From an optimization exercise on the open Yosys and OpenROAD flow, aimed at small area; shortcuts taken in it are not production practice.
RTL that was checked went through simulation tests only; none was proved equivalent to the original.

==> run D <==
// zcpd_core
module zcpd_core (
    input  wire        clk,
    input  wire        rst_n,
    input  wire        op_valid,
    input  wire [23:0] op_word,
    output reg  [15:0] rdata,
    output reg         rdata_valid,
    output wire        gate_out,
    output wire        heartbeat_out,
    output wire        cal_done
);
    reg        zc_prev;
    reg [15:0] guard;
    reg [2:0]  cal_phase;
    reg [15:0] cnt;          
    reg [10:0] cal_sum;
    reg [2:0]  cal_idx;
    reg [7:0]  ctrl_state;
    reg        gate;
    reg        heartbeat;
    reg [15:0] dim_target;
    reg [3:0]  rd_addr;
    wire mode = cal_phase[2] & cal_phase[0];
    function [15:0] inc16(input [15:0] a, input ci);    
        integer i;
        reg c;
        begin
            c = ci;
            for (i = 0; i < 16; i = i + 1) begin
                inc16[i] = a[i] ^ c;
                c = c & a[i];
            end
        end
    endfunction
    function ge8(input [7:0] a, input [7:0] b);          
        integer i;
        reg g;
        begin
            g = 1'b1;
            for (i = 0; i < 8; i = i + 1)
                g = (a[i] & !b[i]) | (!(a[i] ^ b[i]) & g);
            ge8 = g;
        end
    endfunction    
    assign gate_out      = gate;
    assign heartbeat_out = heartbeat;
    assign cal_done      = mode;
    wire [1:0]  op    = op_word[23:22];
  ...
clock: 25.0 ns
lec_check: 0
cap_margin: 20
core_margin: 2
core_utilization: 40
place_density: 0.6
slew_margin: 20
standard.sh (not shown) runs the stock make flow with config.mk's settings and CLKGATE_MAP_FILE= SYNTH_SCRIPT=/design/flow/synth_recipe.tcl, a recipe that flattens the netlist after the stock synthesis.
==> flow/flow/run.sh <==
#!/bin/bash
# Layout flow: the standard synthesis, then a stronger area-oriented
# re-mapping of its combinational logic (every register instance of the
# standard synthesis is kept as is), then the standard ORFS flow from the
# floorplan on, with port buffers of the smallest buffer cell.
set -uo pipefail
HERE=$(pwd)
RES=$HERE/orfs/results/$FLOW_PLATFORM/zcpd_core/base

bash standard.sh synth > synth_std.log 2>&1 || { echo "standard synth failed"; exit 1; }
cp $RES/1_2_yosys.v $HERE/std_netlist.v

cp $HERE/flow/resynth.abc $HERE/resynth.abc
yosys -c $HERE/flow/resynth.tcl > resynth.log 2>&1
ok=0
if [[ -s $HERE/resynth_netlist.v ]]; then
  # the registers (instance name and cell type) must be exactly the standard ones
  regs() { grep -E "^\s*sky130_fd_sc_hd__(df|edf|sdf|dl)[a-z0-9_]* " "$1" | sed 's/(.*//; s/ *$//' | sort; }
  regs $HERE/std_netlist.v > regs_std.txt
  regs $HERE/resynth_netlist.v > regs_new.txt
  if cmp -s regs_std.txt regs_new.txt && [[ $(wc -l < regs_std.txt) -gt 0 ]]; then ok=1; fi
fi
if [[ $ok == 1 ]]; then
  echo "using re-mapped netlist" | tee flow_choice.log
  cp $HERE/resynth_netlist.v $RES/1_2_yosys.v
  rm -f $RES/1_synth.odb $RES/1_synth.sdc
else
  echo "re-mapping rejected, using the standard netlist" | tee flow_choice.log
fi

bash standard.sh BUFFER_PORTS_ARGS="-buffer_cell sky130_fd_sc_hd__buf_1" finish > layout.log 2>&1
status=$?
tail -20 layout.log
exit $status
==> flow/flow/resynth.abc <==
strash
&get -n
&deepsyn -T 60
&dch -f
&nf -a
&put
==> flow/flow/resynth.tcl <==
# Re-map the combinational logic of the standard synthesis netlist for area.
# Sequential cells are kept as instances, with their names.
yosys -import
set lib $::env(FLOW_HOME)/platforms/sky130hd/lib/sky130_fd_sc_hd__tt_025C_1v80.lib
# the platform's don't-use cells (probe and lpflow cells)
set fh [open $::env(FLOW_HOME)/platforms/sky130hd/config.mk r]
set cfg [read $fh]
close $fh
set dont_use {}
foreach c [lsort -unique [regexp -all -inline {sky130_fd_sc_hd__(?:probe|probec|lpflow)_[a-z0-9_]+} $cfg]] {
  lappend dont_use -dont_use $c
}

read_liberty -ignore_miss_func $lib
read_verilog std_netlist.v
hierarchy -top zcpd_core
setattr -mod -set keep_hierarchy 1 sky130_fd_sc_hd__df* sky130_fd_sc_hd__edf* sky130_fd_sc_hd__sdf* sky130_fd_sc_hd__dl*
flatten
hierarchy -top zcpd_core
blackbox sky130_fd_sc_hd__df* sky130_fd_sc_hd__edf* sky130_fd_sc_hd__sdf* sky130_fd_sc_hd__dl*
opt -full
abc -liberty $lib {*}$dont_use -script resynth.abc
opt_clean -purge
setundef -zero
splitnets
opt_clean -purge
hilomap -singleton -hicell sky130_fd_sc_hd__conb_1 HI -locell sky130_fd_sc_hd__conb_1 LO
insbuf -buf sky130_fd_sc_hd__buf_4 A X
opt_clean -purge
tee -o resynth_stat.txt stat -liberty $lib
write_verilog -noattr -nohex -nodec resynth_netlist.v
==> inputs of run Y, as changes to run D <==
--- a/flow/design.v
+++ b/flow/design.v
@@ -133,35 +133,37 @@
                 3'd4: if (publish) cal_phase <= 3'd5;
                 default: ;
             endcase
         end
     end
     reg [10:0] sum_nxt;
     reg        sc;
+    reg        sb;
     integer    k;
     always @(*) begin
-        sc = 1'b1;
+        sc = sample;
         for (k = 0; k < 11; k = k + 1) begin
             if (k < 8) begin
-                sum_nxt[k] = cal_sum[k] ^ cnt[k] ^ sc;
-                sc = (cal_sum[k] & cnt[k]) | (sc & (cal_sum[k] ^ cnt[k]));
+                sb = cnt[k] & sample;
+                sum_nxt[k] = cal_sum[k] ^ sb ^ sc;
+                sc = (cal_sum[k] & sb) | (sc & (cal_sum[k] ^ sb));
             end else begin
                 sum_nxt[k] = cal_sum[k] ^ sc;
                 sc = sc & cal_sum[k];
             end
         end
     end
     always @(posedge clk) begin
         if (rst) begin
             cal_sum <= 11'd0;
             cal_idx <= 3'd0;
-        end else if (sample) begin
+        end else begin
             cal_sum <= sum_nxt;
-            cal_idx <= {cal_idx[2] ^ (cal_idx[1] & cal_idx[0]),
-                        cal_idx[1] ^ cal_idx[0], !cal_idx[0]};
+            cal_idx <= {cal_idx[2] ^ (cal_idx[1] & cal_idx[0] & sample),
+                        cal_idx[1] ^ (cal_idx[0] & sample), cal_idx[0] ^ sample};
         end
     end
     always @(posedge clk) begin
         if (rst) begin
             ctrl_state <= 8'd0;
             gate       <= 1'b0;
             heartbeat  <= 1'b0;
@@ -301,22 +303,22 @@
             8'd220: min_v = 7'd80;
             default: min_v = 7'bx;
         endcase
         max_v = !mode ? 8'd0 : ge8(avg, 8'd204) ? 8'd195 : avg_m9;
     end
     wire [15:0] status = {ctrl_state, 1'b0, zc_prev, heartbeat, gate,
                           cal_phase, mode};
+    wire s_dim = (rd_addr == 4'd0);
+    wire s_min = (rd_addr == 4'd1) & mode;
+    wire s_max = (rd_addr == 4'd2) & mode;
+    wire s_st  = (rd_addr == 4'd3);
+    wire s_cnt = ((rd_addr == 4'd4) & mode) | ((rd_addr == 4'd6) & !mode);
+    wire s_g   = (rd_addr == 4'd5);
+    wire s_sum = (rd_addr == 4'd7);
+    wire s_idx = (rd_addr == 4'd8);
     always @(*) begin
-        case (rd_addr)
-            4'd0: rdata = dim_target;
-            4'd1: rdata = {9'd0, min_v};
-            4'd2: rdata = {8'd0, max_v};
-            4'd3: rdata = status;
-            4'd4: rdata = mode ? cnt : 16'd0;
-            4'd5: rdata = guard;
-            4'd6: rdata = mode ? 16'd0 : cnt;
-            4'd7: rdata = {5'd0, cal_sum};
-            4'd8: rdata = {12'd0, mode, cal_idx};
-            default: rdata = 16'd0;
-        endcase
+        rdata = ({16{s_dim}} & dim_target) | ({16{s_min}} & {9'd0, min_v}) |
+                ({16{s_max}} & {8'd0, max_v}) | ({16{s_st}} & status) |
+                ({16{s_cnt}} & cnt) | ({16{s_g}} & guard) |
+                ({16{s_sum}} & {5'd0, cal_sum}) | ({16{s_idx}} & {12'd0, mode, cal_idx});
     end
 endmodule
--- a/flow/flow/run.sh
+++ b/flow/flow/run.sh
@@ -1,12 +1,13 @@
 #!/bin/bash
 # Layout flow: the standard synthesis, then a stronger area-oriented
 # re-mapping of its combinational logic (every register instance of the
 # standard synthesis is kept as is), then the standard ORFS flow from the
-# floorplan on, with port buffers of the smallest buffer cell.
+# floorplan on, with port buffers of the smallest buffer cell and a clock
+# tree of the buffers and clustering given in cts_args.txt, without dummy loads.
 set -uo pipefail
 HERE=$(pwd)
 RES=$HERE/orfs/results/$FLOW_PLATFORM/zcpd_core/base
 
 bash standard.sh synth > synth_std.log 2>&1 || { echo "standard synth failed"; exit 1; }
 cp $RES/1_2_yosys.v $HERE/std_netlist.v
 
@@ -24,11 +25,14 @@
   echo "using re-mapped netlist" | tee flow_choice.log
   cp $HERE/resynth_netlist.v $RES/1_2_yosys.v
   rm -f $RES/1_synth.odb $RES/1_synth.sdc
 else
   echo "re-mapping rejected, using the standard netlist" | tee flow_choice.log
 fi
 
-bash standard.sh BUFFER_PORTS_ARGS="-buffer_cell sky130_fd_sc_hd__buf_1" finish > layout.log 2>&1
+CTS_ARGS="$(cat $HERE/flow/cts_args.txt)"
+echo "CTS_ARGS: $CTS_ARGS"
+bash standard.sh BUFFER_PORTS_ARGS="-buffer_cell sky130_fd_sc_hd__buf_1" \
+  CTS_ARGS="$CTS_ARGS" finish > layout.log 2>&1
 status=$?
 tail -20 layout.log
 exit $status
==> flow/flow/cts_args.txt (new file) <==
-sink_clustering_enable -repair_clock_nets -dont_use_dummy_load -buf_list sky130_fd_sc_hd__clkbuf_4 -root_buf sky130_fd_sc_hd__clkbuf_4 -sink_clustering_size 20 -sink_clustering_max_diameter 100
- GPL_TIMING_DRIVEN: default -> 0
==> inputs of run G, as changes to run D <==
--- a/flow/design.v
+++ b/flow/design.v
@@ -133,35 +133,37 @@
                 3'd4: if (publish) cal_phase <= 3'd5;
                 default: ;
             endcase
         end
     end
     reg [10:0] sum_nxt;
     reg        sc;
+    reg        sb;
     integer    k;
     always @(*) begin
-        sc = 1'b1;
+        sc = sample;
         for (k = 0; k < 11; k = k + 1) begin
             if (k < 8) begin
-                sum_nxt[k] = cal_sum[k] ^ cnt[k] ^ sc;
-                sc = (cal_sum[k] & cnt[k]) | (sc & (cal_sum[k] ^ cnt[k]));
+                sb = cnt[k] & sample;
+                sum_nxt[k] = cal_sum[k] ^ sb ^ sc;
+                sc = (cal_sum[k] & sb) | (sc & (cal_sum[k] ^ sb));
             end else begin
                 sum_nxt[k] = cal_sum[k] ^ sc;
                 sc = sc & cal_sum[k];
             end
         end
     end
     always @(posedge clk) begin
         if (rst) begin
             cal_sum <= 11'd0;
             cal_idx <= 3'd0;
-        end else if (sample) begin
+        end else begin
             cal_sum <= sum_nxt;
-            cal_idx <= {cal_idx[2] ^ (cal_idx[1] & cal_idx[0]),
-                        cal_idx[1] ^ cal_idx[0], !cal_idx[0]};
+            cal_idx <= {cal_idx[2] ^ (cal_idx[1] & cal_idx[0] & sample),
+                        cal_idx[1] ^ (cal_idx[0] & sample), cal_idx[0] ^ sample};
         end
     end
     always @(posedge clk) begin
         if (rst) begin
             ctrl_state <= 8'd0;
             gate       <= 1'b0;
             heartbeat  <= 1'b0;
@@ -301,22 +303,22 @@
             8'd220: min_v = 7'd80;
             default: min_v = 7'bx;
         endcase
         max_v = !mode ? 8'd0 : ge8(avg, 8'd204) ? 8'd195 : avg_m9;
     end
     wire [15:0] status = {ctrl_state, 1'b0, zc_prev, heartbeat, gate,
                           cal_phase, mode};
+    wire s_dim = (rd_addr == 4'd0);
+    wire s_min = (rd_addr == 4'd1) & mode;
+    wire s_max = (rd_addr == 4'd2) & mode;
+    wire s_st  = (rd_addr == 4'd3);
+    wire s_cnt = ((rd_addr == 4'd4) & mode) | ((rd_addr == 4'd6) & !mode);
+    wire s_g   = (rd_addr == 4'd5);
+    wire s_sum = (rd_addr == 4'd7);
+    wire s_idx = (rd_addr == 4'd8);
     always @(*) begin
-        case (rd_addr)
-            4'd0: rdata = dim_target;
-            4'd1: rdata = {9'd0, min_v};
-            4'd2: rdata = {8'd0, max_v};
-            4'd3: rdata = status;
-            4'd4: rdata = mode ? cnt : 16'd0;
-            4'd5: rdata = guard;
-            4'd6: rdata = mode ? 16'd0 : cnt;
-            4'd7: rdata = {5'd0, cal_sum};
-            4'd8: rdata = {12'd0, mode, cal_idx};
-            default: rdata = 16'd0;
-        endcase
+        rdata = ({16{s_dim}} & dim_target) | ({16{s_min}} & {9'd0, min_v}) |
+                ({16{s_max}} & {8'd0, max_v}) | ({16{s_st}} & status) |
+                ({16{s_cnt}} & cnt) | ({16{s_g}} & guard) |
+                ({16{s_sum}} & {5'd0, cal_sum}) | ({16{s_idx}} & {12'd0, mode, cal_idx});
     end
 endmodule
--- a/flow/flow/run.sh
+++ b/flow/flow/run.sh
@@ -1,12 +1,13 @@
 #!/bin/bash
 # Layout flow: the standard synthesis, then a stronger area-oriented
 # re-mapping of its combinational logic (every register instance of the
 # standard synthesis is kept as is), then the standard ORFS flow from the
-# floorplan on, with port buffers of the smallest buffer cell.
+# floorplan on, with port buffers of the smallest buffer cell and a clock
+# tree of the buffers and clustering given in cts_args.txt, without dummy loads.
 set -uo pipefail
 HERE=$(pwd)
 RES=$HERE/orfs/results/$FLOW_PLATFORM/zcpd_core/base
 
 bash standard.sh synth > synth_std.log 2>&1 || { echo "standard synth failed"; exit 1; }
 cp $RES/1_2_yosys.v $HERE/std_netlist.v
 
@@ -24,11 +25,14 @@
   echo "using re-mapped netlist" | tee flow_choice.log
   cp $HERE/resynth_netlist.v $RES/1_2_yosys.v
   rm -f $RES/1_synth.odb $RES/1_synth.sdc
 else
   echo "re-mapping rejected, using the standard netlist" | tee flow_choice.log
 fi
 
-bash standard.sh BUFFER_PORTS_ARGS="-buffer_cell sky130_fd_sc_hd__buf_1" finish > layout.log 2>&1
+CTS_ARGS="$(cat $HERE/flow/cts_args.txt)"
+echo "CTS_ARGS: $CTS_ARGS"
+bash standard.sh BUFFER_PORTS_ARGS="-buffer_cell sky130_fd_sc_hd__buf_1" \
+  CTS_ARGS="$CTS_ARGS" finish > layout.log 2>&1
 status=$?
 tail -20 layout.log
 exit $status
==> flow/flow/cts_args.txt (new file) <==
-sink_clustering_enable -repair_clock_nets -dont_use_dummy_load -buf_list sky130_fd_sc_hd__clkbuf_8 -root_buf sky130_fd_sc_hd__clkbuf_8 -sink_clustering_size 30 -sink_clustering_max_diameter 120
- GPL_TIMING_DRIVEN: default -> 0
==> inputs of run C, as changes to run D <==
==> flow/run.sh (new file) <==
#!/bin/bash
# synth_recipe.tcl (not shown) runs the flow's synth.tcl, then flattens the netlist and writes it again
# the make line also repeats each setting of config.mk as NAME=value (left out here)
make -C /OpenROAD-flow-scripts/flow DESIGN_CONFIG=/design/flow/config.mk WORK_HOME=/design/flow/orfs CLKGATE_MAP_FILE= SYNTH_SCRIPT=/design/flow/synth_recipe.tcl finish
removed: flow/flow/run.sh
removed: flow/flow/resynth.abc
removed: flow/flow/resynth.tcl
removed: flow/standard.sh
==> comparison <==
Run D ran to the end with no violations. Run G finished clean. Run C went through all stages and came out clean. Run Y passed the timing, DRC and antenna checks. Between run G and run D, the lower critical path depth is in run D (gap 1). Of run D and run Y, run Y has the higher cell count (gap about 2%, measured against run Y). Of run D and run C, run D has the higher register-to-register slack (gap 1.2 ns). In run D the clock skew is lower than in run C, by 0.011 ns.
Only the layout flow was run in run Y and run G; the RTL was not checked for function there.

## re-timing with driven ports
How much do the figures lean on ideal ports? The routed layouts below were timed once more, with nothing changed but the port constraints. Step 1 (the two cells are an assumption about what drives the block):
set clk [get_ports {clk}]
set_driving_cell -lib_cell sky130_fd_sc_hd__clkbuf_16 $clk
set_driving_cell -lib_cell sky130_fd_sc_hd__buf_2 [delete_from_list [all_inputs] $clk]
Step 2, shift: input delay + t, output delay - t, t = (earliest + latest rising clock arrival at the registers) / 2. This alone moves slack from input paths to output paths. a / b / c = ideal / step 1 / step 2; a / b = the first two.
| run | t, ns | setup slack, ns | hold WS [ns] | slew at the worst register clock pin (ns) |
|---|---|---|---|---|
| run D | 0.387 | 16.792 / 16.804 / 16.417 | 0.487 / 0.487 / 0.487 | 0.08 / 0.08 |
| run Y | 0.471 | 16.726 / 16.739 / 16.268 | 0.508 / 0.508 / 0.508 | 0.12 / 0.12 |
| run G | 0.392 | 16.654 / 16.671 / 16.279 | 0.491 / 0.491 / 0.491 | 0.08 / 0.08 |
| run C | 0.392 | 15.441 / 15.398 / 15.559 | 0.494 / 0.494 / 0.494 | 0.08 / 0.08 |
After both steps setup and hold are still met in every run listed. For run Y, which loses most, drivers alone change the setup slack by +0.013 ns; drivers and shift together by -0.458 ns.
